Source: an optimization exercise on an open RTL-to-GDS flow (aim: small area, a short achievable clock period and few clock cycles per item). Production flows keep margins and buffers that such runs may drop. Only simulation tests tie the RTL to the original design; equivalence was not proved.

## flow/design.v (module list and top-level ports; edited modules follow where they fit)
// module fp_codec: 269 lines
// module fpc_add: 28 lines
// module fpc_sign: 31 lines
// module fpc_norm: 39 lines
// module fpc_qsel3: 4108 lines
module fp_codec (
    input  wire         clk,
    input  wire         rst,
    input  wire         in_valid,
    output wire         in_ready,
    input  wire         in_op,
    input  wire [31:0]  in_word,
    input  wire         in_neg,
    input  wire [135:0] in_num,
    input  wire [135:0] in_den,
    output reg          out_valid,
    output reg          out_op,
    output reg  [31:0]  out_word,
    output reg  [1:0]   out_fault,
    output reg  [136:0] out_dec
);
  // ...
==> flow/run.sh <==
#!/bin/bash
# synth_recipe.tcl (not shown) runs the flow's synth.tcl, then flattens the netlist and writes it again
# the make line also repeats each setting of config.mk as NAME=value (left out here)
make -C /OpenROAD-flow-scripts/flow DESIGN_CONFIG=/design/flow/config.mk WORK_HOME=/design/flow/orfs CLKGATE_MAP_FILE= SYNTH_SCRIPT=/design/flow/synth_recipe.tcl finish
==> flow/config.mk <==
export PLATFORM = sky130hd
export DESIGN_NAME = fp_codec
export DESIGN_NICKNAME = fp_codec
export VERILOG_FILES = /design/flow/design.v
export SDC_FILE = /design/flow/constraint.sdc
export NUM_CORES = 4
export LEC_CHECK = 0
export CAP_MARGIN = 20
export CORE_MARGIN = 2
export CORE_UTILIZATION = 40
export PLACE_DENSITY = 0.6
export SETUP_SLACK_MARGIN = 5
export SLEW_MARGIN = 20
export SYNTH_MEMORY_MAX_BITS = 32768
==> flow/constraint.sdc <==
create_clock -name core_clock -period 11.0 [get_ports {clk}]
set_input_delay 2.2000 -clock core_clock [delete_from_list [all_inputs] [get_ports {clk}]]
set_output_delay 2.2000 -clock core_clock [all_outputs]
set_load 0.01 [all_outputs]
==> metrics.md, run 1 <==
| Metric | Value |
|---|---|
| Status | complete, no violations |
| Pin count of the biggest net entering global routing | 139 |
| Post-synth top area cell | edfxtp_1 |
| Yosys reg bits | 1110 |
| Largest registers | qw (192), rc (139), rs (139) |
| Yosys warns | 9 |
| Tap cell count | 2871 |
| Root Driver | clkbuf_16 |
| Count leader, synth | nand2_1 |
| Largest delay share family, worst path | adder cells |
| Hold crit path type | flip-flop to flip-flop |
| Detailed Place HPWL | 238 mm |
| Max H-tree Level | 4 |
| Inst Count DP | 12.6k |
| GR Util met3 | 0.0655 |
| Period utilization | 0.582 |
| Grt peak-use layer | met2 |
| Multi-input gate area | 57900 um^2 |
| Post-route cell area | 105000 um^2 |
| Die Y | 473 um |
| Worst-path clk slew | 0.06 ns |
| M1 wire length | 144 mm |
| Final Util | 0.481 |
| Final WS setup | 4.60 ns |
| Syn Nets | 10.9k |
| Most common library cells after synthesis | 1416 x nand2_1, 876 x o21ai_0, 762 x mux2i_1 |
| Initial antenna violation count | 26 |
| Routability cong. | 0.990 |
| GR Overflow Total | 0 |
Testbench counts, summed over its fixed seeds: cycles 11,934, items 4,800.
==> run 2, diff against run 1 <==
--- a/flow/config.mk
+++ b/flow/config.mk
@@ -7,8 +7,8 @@
 export LEC_CHECK = 0
 export CAP_MARGIN = 20
 export CORE_MARGIN = 2
-export CORE_UTILIZATION = 40
-export PLACE_DENSITY = 0.6
+export CORE_UTILIZATION = 55
+export PLACE_DENSITY = 0.72
 export SETUP_SLACK_MARGIN = 5
 export SLEW_MARGIN = 20
 export SYNTH_MEMORY_MAX_BITS = 32768
==> run 2 against run 1 <==
  * Still clean
  * Maximum frequency shrank 0.66%
  * Highest routed layer unchanged
  * Clock-buffer cell count grew 4
  * Worst setup slack lost 0.042 ns
==> metrics.md, run 2 <==
| Metric | Value |
|---|---|
| Status | complete, no violations |
| Mapped cell area | 88000 um^2 |
| Pin count of the biggest net entering global routing | 187 (+35%) |
| Nets | 11.2k |
| Syn Inst Count | 9763 |
| Most frequent cells in the layout | 1408 x nand2_1, 812 x o21ai_0, 711 x inv_1 |
| Setup-failing EPs final | 0 |
| Vias in the first global route | 76.7k |
| Slew margin rel. | 0.236 |
| Port Buffers | 482 |
| Core ar. | 159000 um^2 |
| Rows | 146 |
| Hold path depth | 0 |
| Clock latency on the worst-skew pair | 0.82 ns |
| Actual slew at the worst max-slew pin | 1.15 ns |
| Worst path depth | 30 |
| TritonCTS Sinks | 1110 |
| Initial antenna violation count | 30 (+15%) |
| Yosys warns | 9 (unchanged) |
| Max reg flops | 192 |
| Netlist cell types | 102 |
| Detailed Place HPWL | 236 mm (-0.89%) |
| Starting Density | 0.555 |
| Bufs on Longest Clock Path | 3 |
| Num CTS Buffers | 131 |
| Root Driver | clkbuf_16 |
| Vias/cell | 6.51 |
| Area growth from synthesis to layout | 18.3% |
| Commonest non-fill, non-tap cell in the layout | nand2_1 |
| Fmax | 155 MHz |
| Avg Cell Area, Syn | 9.01 um^2 |
| Drt initial violations | 9819 |
| Period utilization | 0.586 (+0.00386) |
| Worst Path Max Fanout | 7 |
| Worst setup EP type | flip-flop |
| Largest delay share family, worst path | adder cells |
| Post-Route WL | 337 mm |
| Vias after detailed routing | 79.5k |
| Critical Path AT | 7.14 ns |
| Most frequently used flop master after synthesis | dfxtp_1 |
| Max H-tree Level | 4 (unchanged) |
| Final hold vios | 0 |
| Fill count | 12.8k |
| Post-synth top area cell | edfxtp_1 |
| Post-synth EDFFs | 506 |
| Routability cong. | 1.02 (+3.1%) |
| Yosys reg bits | 1110 (unchanged) |
| Final ANT Viol Nets | 0 |
| Routed wire per std cell | 27.6 um |
| Layout cells sized above 1 | 0.134 |
| Syn Nets | 10.9k (unchanged) |
| DRT Pass-1 Iters | 11 |
| Die Wd | 404 um |
| Worst setup SP type | flip-flop |
| Minimum clock period | 6.45 ns |
| RSZ-0062 raised after global routing | yes |
| FF+latch area | 27300 um^2 |
| Multi-input gate area | 57800 um^2 (-0.19%) |
| Top cells by area, synth | edfxtp_1 17%, dfxtp_1 14%, fa_1 13%, mux2i_1 8.7%, nand2_1 6.0% |
| Count leader, synth | nand2_1 |
| WP buf/inv | 8 |
| Die Y | 404 um (-15%) |
| Post-synth top area share | 0.173 |
| Max Cap Viol | 0 |
| Hold crit path type | flip-flop to flip-flop |
| CP Data Required Time | 11.70 ns |
| Final Max Slew Viols | 0 |
| Ports | 483 |
| Part of the Yosys area used for sequential elements | 0.310 |
| GR Util All Layers | 0.401 |
| Post-Route Setup TNS | 0 ns |
| Most common library cells after synthesis | 1416 x nand2_1, 876 x o21ai_0, 762 x mux2i_1 |
| Residual DRC | 0 |
| Largest registers | qw (192), rc (139), rs (139) |
| Die area | 163000 um^2 |
| GR Overflow Total | 0 (unchanged) |
| Slowest CP cell | fa_2 |
| Clock skew | 0.0861 ns |
| Worst-path clk slew | 0.06 ns (about the same) |
| R2R depth | 30 |
| Most flops, register | qw |
| Ys async rst share | 0 |
| TritonCTS clock tree | yes |
| Crit Path Category | flip-flop to flip-flop |
| Hold-fix buffers, CTS | 0 |
| Slowest Stage Delay on Critical Path | 0.58 ns |
| Worst hold margin | 0.326 ns |
| First-pass GRT wire length | 495 mm |
-- run 2: cell types whose count changed in the layout (fill, tap and decap cells not counted), moves of 10 or more --
| cell | previous run | this run |
|---|---|---|
| o21ai_1 | 48 | 60 |
| fa_1 | 554 | 538 |
| bufinv_16 | 17 | 6 |
| buf_12 | 27 | 41 |
| buf_4 | 228 | 207 |
| clkbuf_8 | 6 | 16 |
| fa_2 | 24 | 40 |
| clkbuf_16 | 154 | 144 |
-- run 2: logic make-up after synthesis --
logic type / after synthesis / share of synthesized area
and+or+nand+nor: 2684 / 0.131
AOI/OAI and AO/OA: 2403 / 0.168
buffers and inverters: 1443 / 0.0630
muxes: 1123 / 0.142
DFF: 1110 / 0.310
adders and majority gates: 854 / 0.171
xor gates and xnor gates: 146 / 0.0146
-- run 2: repair_timing --
item,4_1_cts,5_1_grt
setup endpoints to repair,659,481
setup buffers,92,40
resized for setup,442,148
pin swaps,128,18
cloned,34,15
-- run 2: worst paths after layout --
check	startpoint	to	slack (ns)
max	rc[129]	rs[57]	4.55
min	d2_lsh[1]	d3_lsh[1]	0.33
max reg2reg	rc[129]	rs[57]	4.55
min reg2reg	d2_lsh[1]	d3_lsh[1]	0.33
-- run 2: layer usage --
| layer | vias to the layer above | share of wire | track usage |
|---|---|---|---|
| li1 | 34873 | - | - |
| met1 | 38764 | 0.39 | 0.539 |
| met2 | 4767 | 0.43 | 0.590 |
| met3 | 1045 | 0.12 | 0.108 |
| met4 | 20 | 0.063 | 0.211 |
| met5 | - | 0.00035 | 0 |
-- run 2: cell type report --
cell class	count	share of cell area
Multi-Input combinational cell	7216	0.555
Sequential cell	1110	0.262
Timing Repair Buffer	804	0.0855
Clock buffer	177	0.0351
Inverter	742	0.0277
Tap cell	2072	0.0249
Clock inverter	67	0.00856
Antenna cell	16	0.000385
Timing Repair inverter	4	0.000276
-- run 2: worst reg2reg max path: cells and delay by family (launching register included) --
kind / cells / cell delay, ns
multiplexers: 2 / 0.47
AO/OA/AOI/OAI: 5 / 1.32
AND/OR/NAND/NOR: 7 / 0.50
flip-flops: 1 / 0.36
buffers and inverters: 8 / 1.00
XOR/XNOR: 1 / 0.17
adder cells (fa/ha/maj): 7 / 2.54
-- run 2: per-stage QoR --
stage | cell area (um^2) | util | cells | worst slack (ns)
finish | 104000 | 0.656 | 12208 | 4.55
global route | 104000 | 0.656 | 12196 | 4.39
CTS | 103000 | 0.649 | 12132 | 4.74
detailed placement | 94500 | 0.596 | 11762 | 3.13
global placement | 94500 | 0.596 | 11761 | 2.75
floorplan | 88500 | - | 9763 | 4.88
==> module fp_codec, before the edit <==
module fp_codec (
    input  wire         clk,
    input  wire         rst,
    input  wire         in_valid,
    output wire         in_ready,
    input  wire         in_op,
    input  wire [31:0]  in_word,
    input  wire         in_neg,
    input  wire [135:0] in_num,
    input  wire [135:0] in_den,
    output reg          out_valid,
    output reg          out_op,
    output reg  [31:0]  out_word,
    output reg  [1:0]   out_fault,
    output reg  [136:0] out_dec
);
    localparam integer K    = 4;           
    localparam integer NDIV = 24 / K;      
    localparam FAULT_NONE      = 2'd0;
    localparam FAULT_OVERFLOW  = 2'd1;
    localparam FAULT_UNDERFLOW = 2'd2;
    wire take = in_valid & in_ready & ~rst;
    reg          a_n1, a_n2, a_rdy;    
    reg          b_div, b_fin, b_out;  
    wire         a_has = a_n1 | a_n2 | a_rdy;
    wire         a_go  = a_rdy & ~b_div;               
    wire         a_free = ~a_n1 & ~a_n2 & (~a_rdy | a_go);
    reg          d2_v, d3_v;
    localparam integer QD = 6;
    reg  [31:0]  qw [0:QD-1];
    reg  [QD-1:0] qv;           
    reg  [1:0]   qc [0:QD-1];   
    wire         q_full  = qv[QD-1];
    wire         q_head  = qv[0] & ((qc[0] == 2'd0) | ((qc[0] == 2'd1) & b_fin));
    wire [1:0]   e_infl  = {1'b0, a_has} + {1'b0, b_div};    
    wire         d_take  = take & ~in_op;
    wire         d_issue = q_head | (d_take & ~qv[0] & (e_infl == 2'd0));
    wire [31:0]  d1_word = qv[0] ? qw[0] : in_word;
    wire        d1_sign = d1_word[31];
    wire [7:0]  d1_exp  = d1_word[30:23];
    wire [23:0] d1_m    = {1'b1, d1_word[22:0]};
    wire        d1_zero = (d1_word == 32'd0);
    wire [30:0] d1_a    = {1'b0, d1_m, 6'd0};
    wire [30:0] d1_b    = {2'b00, d1_m, 5'd0};
    wire [30:0] d1_c    = {5'd0, d1_m, 2'd0};
    wire [30:0] d1_cs   = d1_a ^ d1_b ^ d1_c;
    wire [30:0] d1_cc   = {(d1_a[29:0] & d1_b[29:0]) | (d1_a[29:0] & d1_c[29:0]) | (d1_b[29:0] & d1_c[29:0]), 1'b0};
    wire [30:0] d1_x;
    fpc_add #(.W(31), .L(5)) u_mul100 (.a(d1_cs), .b(d1_cc), .cin(1'b0), .s(d1_x));
    wire        d1_left = d1_exp[7] & (d1_exp[6:0] >= 7'd22);           
    wire [7:0]  d1_rsh  = 8'd150 - d1_exp;
    reg  [30:0]  d2_x;
    reg  [4:0]   d2_rsh;
    reg  [6:0]   d2_lsh;
    reg          d2_sign, d2_zero, d2_left, d2_far;
    always @(posedge clk) begin
        d2_x    <= d1_x;
        d2_rsh  <= d1_rsh[4:0];
        d2_far  <= (d1_rsh[7:5] != 3'd0);
        d2_lsh  <= d1_left ? d1_exp[6:0] - 7'd22 : 7'd0;    
        d2_sign <= d1_sign;
        d2_zero <= d1_zero;
        d2_left <= d1_left;
    end
    wire [62:0] d2_shr  = {d2_x, 32'd0} >> d2_rsh;
    wire [30:0] d2_q    = d2_shr[62:32];
    wire        d2_g    = d2_shr[31];
    wire        d2_st   = |d2_shr[30:0];
    wire        d2_rnd  = ~d2_far & d2_g & (d2_st | d2_q[0]);
    wire [30:0] d2_base = (d2_zero | (~d2_left & d2_far)) ? 31'd0 : (d2_left ? d2_x : d2_q);
    wire        d2_inc  = ~d2_zero & ~d2_left & d2_rnd;
    wire [32:0] d2_val;
    fpc_add #(.W(33), .L(6)) u_rnd (.a({2'b00, d2_base} ^ {33{d2_sign}}), .b(33'd0), .cin(d2_sign ^ d2_inc), .s(d2_val));
    reg  [32:0]  d3_val;
    reg  [6:0]   d3_lsh;
    always @(posedge clk) begin
        d3_val <= d2_val;
        d3_lsh <= d2_lsh;
    end
    always @(*) out_dec = {{104{d3_val[32]}}, d3_val} << d3_lsh;
    reg  [135:0] na, nd;
    reg  [7:0]   lzd;
    reg  signed [9:0] ebf;      
    reg          negf, zerof;
    reg  [3:0]   ecnt;
    reg  [138:0] rs, rc;        
    reg  [135:0] rd;            
    reg          rp;            
    reg  [25:0]  rq, rqm;       
    reg  signed [9:0] eb;       
    reg          eneg, ezero;
    assign in_ready = in_op ? a_free : ~q_full;
    wire [7:0]   nrm_lz;
    wire [135:0] nrm_out;
    wire         nrm_zero;
    fpc_norm u_norm (.x(na), .lz(nrm_lz), .y(nrm_out), .zero(nrm_zero));
    localparam integer FE = 6;
    localparam integer WE = FE + 3;
    wire [138:0] dpos = {3'b000, rd};
    wire [138:0] dneg = ~dpos;
    wire [WE-1:0] xn  = {3'b000, rd[135 -: FE]};
    wire [WE-1:0] xp  = ~xn;
    wire [WE-1:0] x2p = {xp[WE-2:0], 1'b0}, x2n = {xn[WE-2:0], 1'b0};
    wire [WE-1:0] x4p = {xp[WE-3:0], 2'b00}, x4n = {xn[WE-3:0], 2'b00};
    wire [WE-1:0] c_pp, c_pn, c_np, c_nn;
    fpc_add #(.W(WE), .L(4)) u_cpp (.a(x4p), .b(x2p), .cin(1'b0), .s(c_pp));
    fpc_add #(.W(WE), .L(4)) u_cpn (.a(x4p), .b(x2n), .cin(1'b0), .s(c_pn));
    fpc_add #(.W(WE), .L(4)) u_cnp (.a(x4n), .b(x2p), .cin(1'b0), .s(c_np));
    fpc_add #(.W(WE), .L(4)) u_cnn (.a(x4n), .b(x2n), .cin(1'b0), .s(c_nn));
    function [1:0] gsel;        
        input [3:0] t;
        gsel = {~t[3], t[3] & ~(t[2] & t[1] & t[0])};
    endfunction
    wire [WE-1:0] e_a;
    fpc_add #(.W(WE), .L(4)) u_ea (.a(rs[137 -: WE]), .b(rc[137 -: WE]), .cin(1'b0), .s(e_a));
    wire [2:0] t_qp, t_qn;
    fpc_qsel3 u_qsel (.a(e_a[WE-1:1]), .d(rd[134:131]), .qp(t_qp), .qn(t_qn));
    wire [1:0]    g1 = gsel(e_a[WE-1 -: 4]);
    wire [WE-1:0] e1p, e1n;
    fpc_add #(.W(WE), .L(4)) u_e1p (.a(e_a), .b(xp), .cin(1'b0), .s(e1p));
    fpc_add #(.W(WE), .L(4)) u_e1n (.a(e_a), .b(xn), .cin(1'b0), .s(e1n));
    wire [WE-1:0] e1  = g1[1] ? e1p : g1[0] ? e1n : e_a;
    wire [WE-1:0] e8  = {e1[WE-4:0], 3'b000};
    wire [WE-1:0] f_pp, f_p0, f_pn, f_0p, f_0n, f_np, f_n0, f_nn;
    fpc_add #(.W(WE), .L(4)) u_fpp (.a(e8), .b(c_pp), .cin(1'b0), .s(f_pp));
    fpc_add #(.W(WE), .L(4)) u_fp0 (.a(e8), .b(x4p),  .cin(1'b0), .s(f_p0));
    fpc_add #(.W(WE), .L(4)) u_fpn (.a(e8), .b(c_pn), .cin(1'b0), .s(f_pn));
    fpc_add #(.W(WE), .L(4)) u_f0p (.a(e8), .b(x2p),  .cin(1'b0), .s(f_0p));
    fpc_add #(.W(WE), .L(4)) u_f0n (.a(e8), .b(x2n),  .cin(1'b0), .s(f_0n));
    fpc_add #(.W(WE), .L(4)) u_fnp (.a(e8), .b(c_np), .cin(1'b0), .s(f_np));
    fpc_add #(.W(WE), .L(4)) u_fn0 (.a(e8), .b(x4n),  .cin(1'b0), .s(f_n0));
    fpc_add #(.W(WE), .L(4)) u_fnn (.a(e8), .b(c_nn), .cin(1'b0), .s(f_nn));
    wire [1:0] h_pp = gsel(f_pp[WE-1 -: 4]), h_p0 = gsel(f_p0[WE-1 -: 4]), h_pn = gsel(f_pn[WE-1 -: 4]);
    wire [1:0] h_0p = gsel(f_0p[WE-1 -: 4]), h_00 = gsel(e8[WE-1 -: 4]),   h_0n = gsel(f_0n[WE-1 -: 4]);
    wire [1:0] h_np = gsel(f_np[WE-1 -: 4]), h_n0 = gsel(f_n0[WE-1 -: 4]), h_nn = gsel(f_nn[WE-1 -: 4]);
    wire [1:0] h_p = t_qp[2] ? h_pp : t_qn[2] ? h_pn : h_p0;
    wire [1:0] h_0 = t_qp[2] ? h_0p : t_qn[2] ? h_0n : h_00;
    wire [1:0] h_n = t_qp[2] ? h_np : t_qn[2] ? h_nn : h_n0;
    wire [1:0] g4  = t_qp[1] ? h_p : t_qn[1] ? h_n : h_0;
    wire [K-1:0] qp = {g4[1], t_qp};
    wire [K-1:0] qn = {g4[0], t_qn};
    reg  [138:0] ss [0:K];
    reg  [138:0] sc [0:K];
    reg  [25:0]  sq [0:K];
    reg  [25:0]  sqm[0:K];
    reg  [138:0] t_s, t_c, t_x;
    reg          t_pin;
    integer si;
    always @(*) begin
        ss[0]  = rs;
        sc[0]  = rc;
        sq[0]  = rq;
        sqm[0] = rqm;
        for (si = 0; si < K; si = si + 1) begin
            t_pin = (si == 0) ? rp : 1'b0;
            t_s = {ss[si][137:0], t_pin};
            t_c = {sc[si][137:0], t_pin};
            t_x = (dneg & {139{qp[si]}}) | (dpos & {139{qn[si]}});
            ss[si+1] = t_s ^ t_c ^ t_x;
            sc[si+1] = {(t_s[137:0] & t_c[137:0]) | (t_s[137:0] & t_x[137:0]) | (t_c[137:0] & t_x[137:0]), qp[si]};
            sq[si+1]  = qp[si] ? {sq[si][24:0], 1'b1} : qn[si] ? {sqm[si][24:0], 1'b1} : {sq[si][24:0], 1'b0};
            sqm[si+1] = qp[si] ? {sq[si][24:0], 1'b0} : qn[si] ? {sqm[si][24:0], 1'b0} : {sqm[si][24:0], 1'b1};
        end
    end
    function [33:0] pack;       
        input [25:0] q;
        input signed [9:0] b1;
        input        neg, zero;
        reg signed [9:0] b;
        begin
            b = q[24] ? b1 : (b1 - 10'sd1);
            if (zero)
                pack = {FAULT_NONE, 32'd0};
            else if (b > 10'sd255)
                pack = {FAULT_OVERFLOW, 32'd0};
            else if (b < 10'sd0)
                pack = {FAULT_UNDERFLOW, 32'd0};
            else
                pack = {FAULT_NONE, neg, b[7:0], q[24] ? q[23:1] : q[22:0]};
        end
    endfunction
    wire         f_neg;
    fpc_sign #(.W(139), .L(8)) u_sign (.a(rs), .b(rc), .s(f_neg));
    wire [33:0]  f_wq  = pack(rq, eb, eneg, ezero);
    wire [33:0]  f_wqm = pack(rqm, eb, eneg, ezero);
    always @(posedge clk) if (b_fin) {out_fault, out_word} <= f_neg ? f_wqm : f_wq;
    wire e_take = take & in_op;
    always @(posedge clk) begin
        if (rst) begin
            a_n1  <= 1'b0;
            a_n2  <= 1'b0;
            a_rdy <= 1'b0;
            b_div <= 1'b0;
            b_fin <= 1'b0;
            b_out <= 1'b0;
            d2_v  <= 1'b0;
            d3_v  <= 1'b0;
        end else begin
            d2_v  <= d_issue;
            d3_v  <= d2_v;
            a_n1  <= e_take;
            a_n2  <= a_n1;
            a_rdy <= a_n2 | (a_rdy & ~a_go);
            b_div <= a_go | (b_div & (ecnt != NDIV - 1));
            b_fin <= b_div & (ecnt == NDIV - 1);
            b_out <= b_fin;
        end
    end
    always @(posedge clk) begin
        if (a_n1)        na <= nd;
        else if (a_n2)   na <= nrm_out;
        else if (a_free) na <= in_den;
        if (a_n1)        nd <= nrm_out;
        else if (a_free) nd <= in_num;
        if (a_free)      negf <= in_neg;
        if (a_n1)        lzd <= nrm_lz;
        if (a_n2) begin
            ebf   <= $signed({2'b00, lzd}) - $signed({2'b00, nrm_lz}) + 10'sd127;
            zerof <= nrm_zero;
        end
        rs   <= a_go ? {3'b000, na} : ss[K];
        rc   <= a_go ? ~{3'b000, nd} : sc[K];
        rp   <= a_go;
        rq   <= a_go ? 26'd1 : sq[K];
        rqm  <= a_go ? 26'd0 : sqm[K];
        ecnt <= a_go ? 4'd0 : ecnt + 4'd1;
        if (a_go) begin
            rd    <= nd;
            eb    <= ebf;
            eneg  <= negf;
            ezero <= zerof;
        end
    end
    integer qi;
    reg  [QD-1:0] nv;
    reg  [1:0]    nc [0:QD-1];
    reg           pushed;
    always @(posedge clk) begin
        nv = qv;
        for (qi = 0; qi < QD; qi = qi + 1)
            nc[qi] = (b_fin && qc[qi] != 2'd0) ? qc[qi] - 2'd1 : qc[qi];
        if (q_head) begin
            for (qi = 0; qi < QD - 1; qi = qi + 1) begin
                qw[qi] <= qw[qi+1];
                nv[qi] = nv[qi+1];
                nc[qi] = nc[qi+1];
            end
            nv[QD-1] = 1'b0;
        end
        if (d_take & ~(d_issue & ~q_head)) begin
            pushed = 1'b0;
            for (qi = 0; qi < QD; qi = qi + 1)
                if (!nv[qi] && !pushed) begin
                    qw[qi] <= in_word;
                    nv[qi] = 1'b1;
                    nc[qi] = e_infl;
                    pushed = 1'b1;
                end
        end
        if (rst) qv <= {QD{1'b0}};
        else     qv <= nv;
        for (qi = 0; qi < QD; qi = qi + 1)
            qc[qi] <= nc[qi];
    end
    always @(*) begin
        out_valid = d3_v | b_out;
        out_op    = b_out;
    end
endmodule
==> run 3, diff against run 2 <==
--- a/flow/design.v
+++ b/flow/design.v
@@ -116,9 +116,14 @@
     wire [2:0] t_qp, t_qn;
     fpc_qsel3 u_qsel (.a(e_a[WE-1:1]), .d(rd[134:131]), .qp(t_qp), .qn(t_qn));
     wire [1:0]    g1 = gsel(e_a[WE-1 -: 4]);
+    wire [WE-1:0] u_ts = rs[137 -: WE], u_tc = rc[137 -: WE];
     wire [WE-1:0] e1p, e1n;
-    fpc_add #(.W(WE), .L(4)) u_e1p (.a(e_a), .b(xp), .cin(1'b0), .s(e1p));
-    fpc_add #(.W(WE), .L(4)) u_e1n (.a(e_a), .b(xn), .cin(1'b0), .s(e1n));
+    wire [WE-1:0] u_ps = u_ts ^ u_tc ^ xp;
+    wire [WE-1:0] u_pc = {(u_ts[WE-2:0] & u_tc[WE-2:0]) | (u_ts[WE-2:0] & xp[WE-2:0]) | (u_tc[WE-2:0] & xp[WE-2:0]), 1'b0};
+    wire [WE-1:0] u_ns = u_ts ^ u_tc ^ xn;
+    wire [WE-1:0] u_nc = {(u_ts[WE-2:0] & u_tc[WE-2:0]) | (u_ts[WE-2:0] & xn[WE-2:0]) | (u_tc[WE-2:0] & xn[WE-2:0]), 1'b0};
+    fpc_add #(.W(WE), .L(4)) u_e1p (.a(u_ps), .b(u_pc), .cin(1'b0), .s(e1p));
+    fpc_add #(.W(WE), .L(4)) u_e1n (.a(u_ns), .b(u_nc), .cin(1'b0), .s(e1n));
     wire [WE-1:0] e1  = g1[1] ? e1p : g1[0] ? e1n : e_a;
     wire [WE-1:0] e8  = {e1[WE-4:0], 3'b000};
     wire [WE-1:0] f_pp, f_p0, f_pn, f_0p, f_0n, f_np, f_n0, f_nn;
--- a/flow/config.mk
+++ b/flow/config.mk
@@ -7,8 +7,8 @@
 export LEC_CHECK = 0
 export CAP_MARGIN = 20
 export CORE_MARGIN = 2
-export CORE_UTILIZATION = 55
-export PLACE_DENSITY = 0.72
+export CORE_UTILIZATION = 40
+export PLACE_DENSITY = 0.6
 export SETUP_SLACK_MARGIN = 5
 export SLEW_MARGIN = 20
 export SYNTH_MEMORY_MAX_BITS = 32768
==> run 3 against run 2 <==
  * Via count shrank 0.24%
  * Area after synthesis increased by 0.14%
  * Design area up 3.0%
  * Die area increased by 37%
  * Still clean on timing, DRC and antenna
  * Critical path type unchanged
  * Clock skew fell by 0.0045 ns
==> metrics.md, run 3 <==
| Metric | Value |
|---|---|
| Clock skew | 0.0816 ns (-0.00448 ns) |
| Post-Route WL | 364 mm (+8.2%) |
| Yosys reg bits | 1110 (unchanged) |
| Die Y | 473 um (+17%) |
| Post-Route Setup TNS | 0 ns (unchanged) |
| HP Start | d2_lsh[2] |
| Top cells by area, synth | edfxtp_1 17%, dfxtp_1 14%, fa_1 13%, mux2i_1 8.3%, nand2_1 6.0% |
| Area growth from synthesis to layout | 21.6% |
| Part of the Yosys area used for sequential elements | 0.310 (-0.000436) |
| Most frequent cells in the layout | 1379 x nand2_1, 816 x nor2_1, 691 x inv_1 |
| Status | complete, no violations |
| Most flops, register | qw |
| Crit Path Category | flip-flop to flip-flop |
| Post-DP Area | 94800 um^2 (+0.33%) |
| Syn Inst Count | 9942 (+1.8%) |
| Final Max Slew Viols | 0 (unchanged) |
| R2r setup slk | 4.50 ns (-0.06 ns) |
| Post-synth EDFFs | 506 (unchanged) |
| Most common cell on crit path | buf_12 |
| Count leader, synth | nand2_1 |
| Layout cells sized above 1 | 0.145 (+0.0112) |
| Crit path from | rs[129] |
| Non-Filler Instances | 13.2k (+7.8%) |
| GR Util All Layers | 0.317 (-0.0840) |
| Worst setup EP type | flip-flop |
| Routability cong. | 1.02 (-0.38%) |
| Post-synth top area cell | edfxtp_1 |
| Critical Path AT | 7.26 ns (+0.12 ns) |
| Max H-tree Level | 4 (unchanged) |
| TritonCTS clock tree | yes |
| Slew margin rel. | 0.0792 (-0.157) |
| R2R Path Start | rs[129] |
| Netlist cell types | 107 (+4.9%) |
| Hold-fix buffers, CTS | 0 (unchanged) |
| Num CTS Buffers | 133 (+1.5%) |
| Fmax | 154 MHz (-0.88%) |
| Period utilization | 0.591 (+0.00518) |
| Nets | 11.3k (+1.4%) |
| Vias/cell | 6.02 (-7.4%) |
| DRT Pass-1 Iters | 7 (-4) |
| Max Cap Viol | 0 (unchanged) |
| Actual slew at the worst max-slew pin | 1.38 ns (+0.230 ns) |
| R2r endpoint | rs[34] |
| Setup-failing EPs final | 0 (unchanged) |
| GR Overflow Total | 0 (unchanged) |
| Most frequently used flop master after synthesis | dfxtp_1 |
| Starting Density | 0.402 (-0.153) |
| R2R depth | 34 (+13%) |
| Final ANT Viol Nets | 0 (unchanged) |
| Drt initial violations | 9277 (-5.5%) |
| Mapped cell area | 88100 um^2 (+0.14%) |
| CP Data Required Time | 11.76 ns (+0.06 ns) |
| RSZ-0062 raised after global routing | yes |
| Vias in the first global route | 76.5k (-0.28%) |
| Pin count of the biggest net entering global routing | 179 (-4.3%) |
| Commonest non-fill, non-tap cell in the layout | nand2_1 |
| Root Driver | clkbuf_16 |
| Rows | 172 (+18%) |
| Worst Path Max Fanout | 8 (+1) |
| Core ar. | 219000 um^2 (+38%) |
| Inst Count DP | 12.6k (+7.3%) |
| Yosys warns | 9 (unchanged) |
| Slowest Stage Delay on Critical Path | 0.52 ns (-0.06 ns) |
| Post-route cell area | 107000 um^2 (+3.0%) |
| Slowest CP cell | fa_2 |
| Initial antenna violation count | 47 (+57%) |
| Port Buffers | 482 (unchanged) |
| Vias after detailed routing | 79.3k (-0.24%) |
| First-pass GRT wire length | 528 mm (+6.7%) |
| Detailed Place HPWL | 250 mm (+5.9%) |
| Residual DRC | 0 (unchanged) |
| Most common library cells after synthesis | 1407 x nand2_1, 836 x nor2_1, 730 x mux2i_1 |
| Post-synth top area share | 0.172 (-0.000243) |
| Final Util | 0.489 (-0.168) |
| Syn Nets | 11.1k (+1.7%) |
| Ports | 483 (unchanged) |
| Minimum clock period | 6.50 ns (+0.0569 ns) |
| Ys async rst share | 0 (unchanged) |
| Hold path depth | 0 (unchanged) |
| Hold worst-path end | d3_lsh[2] |
| Worst setup SP type | flip-flop |
| Final hold vios | 0 (unchanged) |
| Max reg flops | 192 (unchanged) |
| Die area | 224000 um^2 (+37%) |
| Clock latency on the worst-skew pair | 0.87 ns (+0.05 ns) |
| Bufs on Longest Clock Path | 3 (unchanged) |
| Hold crit path type | flip-flop to flip-flop |
| Worst-path clk slew | 0.06 ns (about the same) |
| TritonCTS Sinks | 1110 (unchanged) |
| Die Wd | 473 um (+17%) |
| Routed wire per std cell | 27.7 um (+0.35%) |
| Avg Cell Area, Syn | 8.86 um^2 (-1.7%) |
| Largest registers | qw (192), rc (139), rs (139) |
run 3: logic make-up (layout without fill, tap and decap cells):
kind of cell               after synthesis  count (layout)  share of synthesized area
other                                    0              24                          0
xor gates and xnor gates               161             161                     0.0162
adders and majority gates              861             861                      0.172
AOI/OAI and AO/OA                     2436            2440                      0.169
and+or+nand+nor                       2825            2827                      0.137
muxes                                 1008            1008                      0.128
DFF                                   1110            1110                      0.310
buffers and inverters                 1541            1857                     0.0680
run 3: layout make-up:
type	count	area [um^2]
diodes	24	60.1
clock buffers	174	3610
clock inverters	71	882
fillers	20249	112000
inverters	718	2780
multi-input cells	7297	58400
flip-flops and latches	1110	27300
well taps	2871	3590
repair buffers	891	10500
repair inverters	3	21.3
run 3: worst max path at each step:
stage / to / slack, ns / cells after the start
after floorplan: rc[136] / 4.99 / 26
after global placement: rs[43] / 3.33 / 28
after detailed placement: rs[78] / 3.18 / 28
after CTS: rs[34] / 4.49 / 34
after global routing: rs[34] / 4.29 / 34
final: rs[34] / 4.50 / 34
run 3: stage by stage:
step	hold slack, ns	setup WS, ns
global placement	0.314	3.33
floorplan	0.310	4.99
finish	0.322	4.50
CTS	0.321	4.49
detailed placement	0.312	3.18
global route	0.334	4.29
run 3: timing repair:
item / 4_1_cts / 5_1_grt
pin swaps: 250 / 76
gates resized for setup: 866 / 218
cloned: 62 / 4
setup buffers: 153 / 43
setup endpoints to repair: 724 / 534
run 3: layer usage:
metal	wire, um	global-route usage	share of wire	vias to the layer above
li1	-	-	-	35180
met1	151000	0.439	0.42	38981
met2	155000	0.460	0.42	4262
met3	38300	0.0755	0.11	850
met4	19800	0.156	0.054	8
met5	49	0.00108	0.00013	-
run 3: worst max-delay path, delay by kind of cell, from the launching register on:
kind | cells | cell delay [ns]
flip-flops | 1 | 0.35
AND/OR/NAND/NOR | 10 | 1.14
AO/OA/AOI/OAI | 9 | 1.96
XOR/XNOR | 1 | 0.15
buffers and inverters | 8 | 1.08
adder cells (fa/ha/maj) | 5 | 1.66
multiplexers | 1 | 0.06
Testbench counts of run 3, summed over its fixed seeds: cycles 11,934, items 4,800.
==> run 4, diff against run 3 <==
--- a/flow/design.v
+++ b/flow/design.v
@@ -22,11 +22,13 @@
     wire take = in_valid & in_ready & ~rst;
     reg          a_n1, a_n2, a_rdy;    
     reg          b_div, b_fin, b_out;  
+    reg  [3:0]   ecnt;
+    wire         b_last = b_div & (ecnt == NDIV - 1);
     wire         a_has = a_n1 | a_n2 | a_rdy;
-    wire         a_go  = a_rdy & ~b_div;               
+    wire         a_go  = a_rdy & (~b_div | b_last);    
     wire         a_free = ~a_n1 & ~a_n2 & (~a_rdy | a_go);
     reg          d2_v, d3_v;
-    localparam integer QD = 6;
+    localparam integer QD = 5;
     reg  [31:0]  qw [0:QD-1];
     reg  [QD-1:0] qv;           
     reg  [1:0]   qc [0:QD-1];   
@@ -82,7 +84,6 @@
     reg  [7:0]   lzd;
     reg  signed [9:0] ebf;      
     reg          negf, zerof;
-    reg  [3:0]   ecnt;
     reg  [138:0] rs, rc;        
     reg  [135:0] rd;            
     reg          rp;            
@@ -116,14 +117,9 @@
     wire [2:0] t_qp, t_qn;
     fpc_qsel3 u_qsel (.a(e_a[WE-1:1]), .d(rd[134:131]), .qp(t_qp), .qn(t_qn));
     wire [1:0]    g1 = gsel(e_a[WE-1 -: 4]);
-    wire [WE-1:0] u_ts = rs[137 -: WE], u_tc = rc[137 -: WE];
     wire [WE-1:0] e1p, e1n;
-    wire [WE-1:0] u_ps = u_ts ^ u_tc ^ xp;
-    wire [WE-1:0] u_pc = {(u_ts[WE-2:0] & u_tc[WE-2:0]) | (u_ts[WE-2:0] & xp[WE-2:0]) | (u_tc[WE-2:0] & xp[WE-2:0]), 1'b0};
-    wire [WE-1:0] u_ns = u_ts ^ u_tc ^ xn;
-    wire [WE-1:0] u_nc = {(u_ts[WE-2:0] & u_tc[WE-2:0]) | (u_ts[WE-2:0] & xn[WE-2:0]) | (u_tc[WE-2:0] & xn[WE-2:0]), 1'b0};
-    fpc_add #(.W(WE), .L(4)) u_e1p (.a(u_ps), .b(u_pc), .cin(1'b0), .s(e1p));
-    fpc_add #(.W(WE), .L(4)) u_e1n (.a(u_ns), .b(u_nc), .cin(1'b0), .s(e1n));
+    fpc_add #(.W(WE), .L(4)) u_e1p (.a(e_a), .b(xp), .cin(1'b0), .s(e1p));
+    fpc_add #(.W(WE), .L(4)) u_e1n (.a(e_a), .b(xn), .cin(1'b0), .s(e1n));
     wire [WE-1:0] e1  = g1[1] ? e1p : g1[0] ? e1n : e_a;
     wire [WE-1:0] e8  = {e1[WE-4:0], 3'b000};
     wire [WE-1:0] f_pp, f_p0, f_pn, f_0p, f_0n, f_np, f_n0, f_nn;
@@ -184,10 +180,23 @@
                 pack = {FAULT_NONE, neg, b[7:0], q[24] ? q[23:1] : q[22:0]};
         end
     endfunction
+    reg  [138:0] fs, fc;
+    reg  [25:0]  fq, fqm;
+    reg  signed [9:0] feb;
+    reg          fneg, fzero;
+    always @(posedge clk) if (b_last) begin
+        fs    <= ss[K];
+        fc    <= sc[K];
+        fq    <= sq[K];
+        fqm   <= sqm[K];
+        feb   <= eb;
+        fneg  <= eneg;
+        fzero <= ezero;
+    end
     wire         f_neg;
-    fpc_sign #(.W(139), .L(8)) u_sign (.a(rs), .b(rc), .s(f_neg));
-    wire [33:0]  f_wq  = pack(rq, eb, eneg, ezero);
-    wire [33:0]  f_wqm = pack(rqm, eb, eneg, ezero);
+    fpc_sign #(.W(139), .L(8)) u_sign (.a(fs), .b(fc), .s(f_neg));
+    wire [33:0]  f_wq  = pack(fq, feb, fneg, fzero);
+    wire [33:0]  f_wqm = pack(fqm, feb, fneg, fzero);
     always @(posedge clk) if (b_fin) {out_fault, out_word} <= f_neg ? f_wqm : f_wq;
     wire e_take = take & in_op;
     always @(posedge clk) begin
@@ -206,8 +215,8 @@
             a_n1  <= e_take;
             a_n2  <= a_n1;
             a_rdy <= a_n2 | (a_rdy & ~a_go);
-            b_div <= a_go | (b_div & (ecnt != NDIV - 1));
-            b_fin <= b_div & (ecnt == NDIV - 1);
+            b_div <= a_go | (b_div & ~b_last);
+            b_fin <= b_last;
             b_out <= b_fin;
         end
     end
--- a/flow/config.mk
+++ b/flow/config.mk
@@ -7,8 +7,8 @@
 export LEC_CHECK = 0
 export CAP_MARGIN = 20
 export CORE_MARGIN = 2
-export CORE_UTILIZATION = 40
-export PLACE_DENSITY = 0.6
+export CORE_UTILIZATION = 55
+export PLACE_DENSITY = 0.72
 export SETUP_SLACK_MARGIN = 5
 export SLEW_MARGIN = 20
 export SYNTH_MEMORY_MAX_BITS = 32768
==> run 4 against run 3 <==
  * Routed wire length is 8.6% higher
  * Utilization up 18 points
  * Critical endpoint is now rs[71]
==> metrics.md, run 4 <==
| Metric | Value |
|---|---|
| GR Overflow Total | 0 (unchanged) |
| Yosys reg bits | 1404 (+26%) |
| TritonCTS Sinks | 1404 (+26%) |
| Worst-path clk slew | 0.06 ns (about the same) |
| Hold crit path type | flip-flop to flip-flop |
| Die area | 178000 um^2 (-20%) |
| Ys async rst share | 0 (unchanged) |
| R2r endpoint | rs[71] |
| Most frequent cells in the layout | 1294 x nand2_1, 845 x edfxtp_1, 825 x nor2_1 |
| Most flops, register | qw |
| Starting Density | 0.553 (+0.151) |
| Most common library cells after synthesis | 1352 x nand2_1, 872 x nor2_1, 845 x edfxtp_1 |
| Nets | 11.5k (+1.5%) |
| CP Data Required Time | 11.76 ns (about the same) |
| Termination of the worst setup path | rs[71] |
| Syn Nets | 11.2k (+0.73%) |
| RSZ-0062 raised after global routing | yes |
| Post-synth top area cell | edfxtp_1 |
| Final ANT Viol Nets | 0 (unchanged) |
| Max H-tree Level | 4 (unchanged) |
| Die Wd | 422 um (-11%) |
| Crit Path Category | flip-flop to flip-flop |
| Final hold vios | 0 (unchanged) |
| Ports | 483 (unchanged) |
| Slew margin rel. | 0.117 (+0.0376) |
| Post-synth EDFFs | 845 (+67%) |
| Detailed Place HPWL | 258 mm (+3.4%) |
| R2r setup slk | 4.50 ns (about the same) |
| Grt peak-use layer | met2 |
| Clock skew | 0.0491 ns (-0.0325 ns) |
| Netlist cell types | 92 (-14%) |
| Vias after detailed routing | 84.1k (+6.0%) |
| Vias/cell | 6.56 (+8.9%) |
| Hold-fix buffers, CTS | 0 (unchanged) |
| Residual DRC | 0 (unchanged) |
| Routability cong. | 1.05 (+3.8%) |
| Post-Route WL | 395 mm (+8.6%) |
| Pin count of the biggest net entering global routing | 152 (-15%) |
| Mapped cell area | 96100 um^2 (+9.1%) |
| Status | complete, no violations |
| Worst setup EP type | flip-flop |
| Slowest Stage Delay on Critical Path | 0.59 ns (+0.07 ns) |
| Post-synth top area share | 0.264 (+0.0915) |
| Layout cells sized above 1 | 0.157 (+0.0121) |
| R2R Path Start | rs[129] |
| Syn Inst Count | 10.0k (+0.84%) |
| R2R depth | 31 (-8.8%) |
| Minimum clock period | 6.50 ns (-0.00325 ns) |
| Num CTS Buffers | 153 (+15%) |
| Core ar. | 174000 um^2 (-21%) |
| Part of the Yosys area used for sequential elements | 0.380 (+0.0707) |
| Max reg flops | 160 (-17%) |
| Period utilization | 0.591 (about the same) |
| Fill count | 13.6k (-33%) |
| Actual slew at the worst max-slew pin | 1.32 ns (-0.0513 ns) |
| Routed wire per std cell | 30.9 um (+12%) |
| Bufs on Longest Clock Path | 3 (unchanged) |
| Commonest non-fill, non-tap cell in the layout | nand2_1 |
| Count leader, synth | nand2_1 |
| Setup-failing EPs final | 0 (unchanged) |
| Area growth from synthesis to layout | 20.5% |
| Yosys warns | 9 (unchanged) |
| Clock latency on the worst-skew pair | 0.85 ns (-0.02 ns) |
| Initial antenna violation count | 31 (-34%) |
| Slowest CP cell | fa_2 |
| Met2 global-route usage | 0.622 (+0.162) |
| Met1 Use GR | 0.554 (+0.115) |
| DRT Pass-1 Iters | 14 (+7) |
| GR Util All Layers | 0.430 (+0.114) |
| First-pass GRT wire length | 563 mm (+6.5%) |
| Max Cap Viol | 0 (unchanged) |
| Root Driver | clkbuf_16 |
| Worst Path Max Fanout | 5 (-3) |
| TritonCTS clock tree | yes |
| Crit path from | rs[129] |
| Avg Cell Area, Syn | 9.59 um^2 (+8.2%) |
| Most frequently used flop master after synthesis | edfxtp_1 |
| Worst setup SP type | flip-flop |
| Fmax | 154 MHz (about the same) |
| Final Max Slew Viols | 0 (unchanged) |
| Vias in the first global route | 81.5k (+6.5%) |
| Rows | 153 (-11%) |
| Die Y | 422 um (-11%) |
| Top cells by area, synth | edfxtp_1 26%, fa_1 12%, dfxtp_1 12%, mux2i_1 8.2%, nand2_1 5.3% |
| GR Util met3 | 0.141 (+0.0660) |
| Critical Path AT | 7.26 ns (about the same) |
| Port Buffers | 482 (unchanged) |
| Drt initial violations | 12.0k (+29%) |
| Largest registers | qw (160), fs (139) |
| Most common cell on crit path | buf_12 |
| Post-Route Setup TNS | 0 ns (unchanged) |
-- run 4: what timing repair did --
action                                   CTS  global route
pin swaps                                297           154
cloned                                    63             9
endpoints found under the setup margin  1030           845
setup buffers                            159            55
resized for setup                        844           303
endpoints found under the hold margin      0             0
-- run 4: worst max-delay path, delay by kind of cell (launching register included) --
kind | cells | cell delay [ns]
AOI/OAI and AO/OA | 4 | 0.74
xor gates and xnor gates | 1 | 0.13
adders and majority gates | 7 | 2.59
buffers and inverters | 10 | 1.22
DFF | 1 | 0.36
muxes | 3 | 0.45
and+or+nand+nor | 6 | 0.90
-- run 4: stage by stage --
step	util	instances	hold WS, ns	area (um^2)	worst slack [ns]
after floorplan	-	10026	0.310	96300	4.63
after global placement	0.590	12214	0.315	102000	2.73
after detailed placement	0.590	12215	0.316	102000	2.50
after CTS	0.655	12723	0.329	114000	4.68
after global routing	0.666	12809	0.340	116000	4.32
final	0.666	12816	0.327	116000	4.50
-- run 4: worst min path at each step --
stage,startpoint,endpoint,slack [ns],depth (start not counted)
after floorplan,d2_lsh[0],d3_lsh[0],0.31,0
after global routing,d2_lsh[6],d3_lsh[6],0.34,0
after CTS,d2_lsh[6],d3_lsh[6],0.33,0
final,d2_lsh[6],d3_lsh[6],0.33,0
after global placement,d2_lsh[6],d3_lsh[6],0.31,0
after detailed placement,d2_lsh[6],d3_lsh[6],0.32,0
-- run 4: kinds of logic after synthesis --
group	share of synthesized area
adder cells (fa/ha/maj)	0.157
AO/OA/AOI/OAI	0.147
XOR/XNOR	0.0140
flip-flops	0.380
AND/OR/NAND/NOR	0.120
buffers and inverters	0.0594
multiplexers	0.122
-- run 4: layout make-up --
class                      instances  area, um^2  area share
clock buffer                     215        4390      0.0379
timing repair inverter             2        23.8    0.000205
multi-input combinational       7136       57800       0.499
inverter                         707        2760      0.0238
sequential                      1404       36600       0.316
clock inverter                    71         687     0.00593
timing repair buffer             928       10600      0.0919
tap                             2325        2910      0.0251
antenna                           28        70.1    0.000605
-- run 4: metal layers --
metal  vias to the layer above  part of all wire  wire, um
li1                      35713                 -         -
met1                     41168              0.37    146000
met2                      5818              0.42    168000
met3                      1344              0.13     51200
met4                        14             0.078     30800
met5                         -           0.00027       106
Testbench counts of run 4, summed over its fixed seeds: cycles 10,918, items 4,800.

[re-timing with driven ports]
How much do the figures lean on ideal ports? The routed layouts below were timed once more, with nothing changed but the port constraints.
Step 1 sets driving cells, clkbuf_16 on the clock port and buf_2 on the other inputs (assumed; they add their load-dependent delay and slew).
Step 2 also shifts input and output timing later by t, the mid clock arrival at the registers, as if the neighbouring blocks saw the same clock.
Slacks: ideal ports / drivers / drivers and shift; pairs: ideal ports / drivers.
| run | t (ns) | slack for setup (ns) | clock arrival spread, ns |
|---|---|---|---|
| run 1 | 0.920 | 4.597 / 4.597 / 4.456 | 0.059 / 0.059 |
| run 2 | 0.869 | 4.554 / 4.554 / 4.449 | 0.087 / 0.087 |
| run 3 | 0.912 | 4.497 / 4.497 / 4.478 | 0.085 / 0.085 |
| run 4 | 0.916 | 4.501 / 4.501 / 4.445 | 0.053 / 0.052 |
After both steps setup and hold are still met in every run listed. For run 1, which loses most, drivers alone change the setup slack by 0.000 ns; drivers and shift together by -0.141 ns.
